From an optimization exercise on the open Yosys and OpenROAD flow, aimed at small area and a short achievable clock period; shortcuts taken in it are not production practice.
In this exercise RTL edits were held to simulation tests only and were not proved equivalent to the original.
Power figures rest on the tool's default switching activity, not on a simulated workload.

## fsk_rx
module fsk_rx (
    input  wire        clk,
    input  wire        rst,           
    input  wire        in_valid,
    input  wire [15:0] in_i,
    input  wire [15:0] in_q,
    output reg         db_valid,
    output wire [7:0]  db_level,
    output wire [31:0] db_maxsq,
    output reg         hit_valid,
    output reg         byte_valid,
    output wire [7:0]  byte_data,
    output reg         byte_first,
    output reg         byte_last
);
    localparam [31:0] SYNC_WORD = 32'h8E89BED6;
    reg        v0;
    reg [15:0] i0, q0;
    reg [10:0] rawcnt;
    always @(posedge clk) begin
        v0 <= in_valid & ~rst;
        i0 <= in_i;
        q0 <= in_q;
    end
    always @(posedge clk) begin
        if (rst)
            rawcnt <= 11'd0;
        else if (v0)
            rawcnt <= rawcnt + 11'd1;
    end
    wire sym_take = v0 & (rawcnt[1:0] == 2'b11);
    wire [32:0] mag_s, mag_c, mag_t;
  wire mt_1, mt_2, mt_3, mt_4, mt_5, mt_6, mt_7, mt_8, mt_9, mt_10, mt_11, mt_12, mt_13, mt_14, mt_15, mt_16;
  wire mt_17, mt_18, mt_19, mt_20, mt_21, mt_22, mt_23, mt_24, mt_25, mt_26, mt_27, mt_28, mt_29, mt_30, mt_31, mt_32;
  wire mt_33, mt_34, mt_35, mt_36, mt_37, mt_38, mt_39, mt_40, mt_41, mt_42, mt_43, mt_44, mt_45, mt_46, mt_47, mt_48;
  wire mt_49, mt_50, mt_51, mt_52, mt_53, mt_54, mt_55, mt_56, mt_57, mt_58, mt_59, mt_60, mt_61, mt_62, mt_63, mt_64;
  wire mt_65, mt_66, mt_67, mt_68, mt_69, mt_70, mt_71, mt_72, mt_73, mt_74, mt_75, mt_76, mt_77, mt_78, mt_79, mt_80;
  wire mt_81, mt_82, mt_83, mt_84, mt_85, mt_86, mt_87, mt_88, mt_89, mt_90, mt_91, mt_92, mt_93, mt_94, mt_95, mt_96;
  ...
Size in the first run: roughly 3200 cells after synthesis, roughly 88 I/O pins, roughly 0.030 sq mm of cells after synthesis.
Settings: LEC_CHECK=0, CAP_MARGIN=20, CORE_MARGIN=2, CORE_UTILIZATION=40, CTS_CLUSTER_DIAMETER=100, CTS_CLUSTER_SIZE=30, SLEW_MARGIN=20; clock period 12.0 ns.
standard.sh (not shown) runs the stock make flow with config.mk's settings and CLKGATE_MAP_FILE= SYNTH_SCRIPT=/design/flow/synth_recipe.tcl, a recipe that flattens the netlist after the stock synthesis.
==> flow/flow/run.sh <==
#!/bin/bash
set -euo pipefail
bash standard.sh "BUFFER_PORTS_ARGS=-buffer_cell sky130_fd_sc_hd__buf_2" SETUP_SLACK_MARGIN=8.5 \
  "CTS_ARGS=-sink_clustering_enable -repair_clock_nets -sink_clustering_size 30 -sink_clustering_max_diameter 100 -dont_use_dummy_load" \
  finish > standard.log 2>&1
The baseline ran to the end with no violations.
Edit:
==> flow/flow/run.sh (replaced) <==
#!/bin/bash
set -euo pipefail
bash standard.sh "BUFFER_PORTS_ARGS=-buffer_cell sky130_fd_sc_hd__buf_2" SETUP_SLACK_MARGIN=8.3 finish > standard.log 2>&1
--- a/flow/config.mk
+++ b/flow/config.mk
@@ -11,2 +11,2 @@
-export CTS_CLUSTER_DIAMETER = 100
-export CTS_CLUSTER_SIZE = 30
+export CTS_CLUSTER_DIAMETER = 60
+export CTS_CLUSTER_SIZE = 25
Outcome: Critical path depth drops by 13; register-to-register slack gains 20 ps; fmax hardly moves; clock skew drops by 28 ps; synthesized cell count is unchanged; power climbs by about 9%; routed wire length stays flat; first-iteration DRC count climbs by about 3.4%; synthesized area stays the same; worst setup slack hardly moves; global-route usage is about the same.
Edit:
==> flow/flow/run.sh (replaced) <==
#!/bin/bash
set -euo pipefail
bash standard.sh "BUFFER_PORTS_ARGS=-buffer_cell sky130_fd_sc_hd__buf_2" SETUP_SLACK_MARGIN=8.5 \
  "CTS_ARGS=-sink_clustering_enable -repair_clock_nets -sink_clustering_size 25 -sink_clustering_max_diameter 100 -dont_use_dummy_load" \
  finish > standard.log 2>&1
--- a/flow/config.mk
+++ b/flow/config.mk
@@ -11 +11 @@
-export CTS_CLUSTER_DIAMETER = 60
+export CTS_CLUSTER_DIAMETER = 100
What happened: Global-route usage decreases by 0.16 points; design area decreases slightly; utilization decreases by 0.61 points; sequential share of layout area increases by 0.56 points; synthesized area does not change; setup slack degrades by 75 ps.
Edit:
==> flow/flow/run.sh (replaced) <==
#!/bin/bash
set -euo pipefail
bash standard.sh "BUFFER_PORTS_ARGS=-buffer_cell sky130_fd_sc_hd__buf_2" SETUP_SLACK_MARGIN=8.3 finish > standard.log 2>&1
After rerunning: The changed run finished with timing, DRC and antenna clean; area after synthesis stays the same; synthesized cell count is unchanged; first-iteration DRC count grows by 1.7%.
Edit:
==> flow/flow/run.sh (replaced) <==
#!/bin/bash
set -euo pipefail
bash standard.sh "BUFFER_PORTS_ARGS=-buffer_cell sky130_fd_sc_hd__buf_2" SETUP_SLACK_MARGIN=8.5 finish > standard.log 2>&1
- clock-buffer cell count is unchanged
- worst hold slack barely changes
- wire length went up by 0.36%
- cell area rose by 1.7%
- sequential power hardly moves
- critical path depth rose by 2
- total power went up by 0.67%
- synthesized area does not change
- synthesized cell count stays the same
Edit:
--- a/flow/config.mk
+++ b/flow/config.mk
@@ -11,2 +10,0 @@
-export CTS_CLUSTER_DIAMETER = 100
-export CTS_CLUSTER_SIZE = 25
After rerunning:
- The changed run finished with timing, DRC and antenna clean
- hold slack got worse by 10 ps
- via count goes up by 0.87%
- flip-flop and latch count stays the same

afterwards: timing with drivers on the ports:
No port has a modelled driver above. Below, the same layouts with a new extraction and two added sets of constraints. Step 1: set_driving_cell puts a clkbuf_16 on clk and a buf_2 on each other input, an assumption about the parent block. Step 2, shift: input delay + t, output delay - t, t = (earliest + latest rising clock arrival at the registers) / 2. This alone moves slack from input paths to output paths. Three values: ideal, step 1, step 2; two values: the first two.
run | t, ns | setup WS [ns] | slew at the worst register clock pin (ns)
the first run | 0.607 | 8.325 / 8.285 / 8.325 | 0.12 / 0.12
the second run | 0.638 | 8.326 / 8.269 / 8.348 | 0.09 / 0.09
the third run | 0.617 | 8.251 / 8.251 / 8.251 | 0.10 / 0.10
the fourth run | 0.633 | 8.330 / 8.280 / 8.330 | 0.10 / 0.10
the fifth run | 0.633 | 8.305 / 8.288 / 8.305 | 0.10 / 0.10
the sixth run | 0.649 | 8.309 / 8.272 / 8.309 | 0.06 / 0.06
After both steps setup and hold are still met in every run listed.
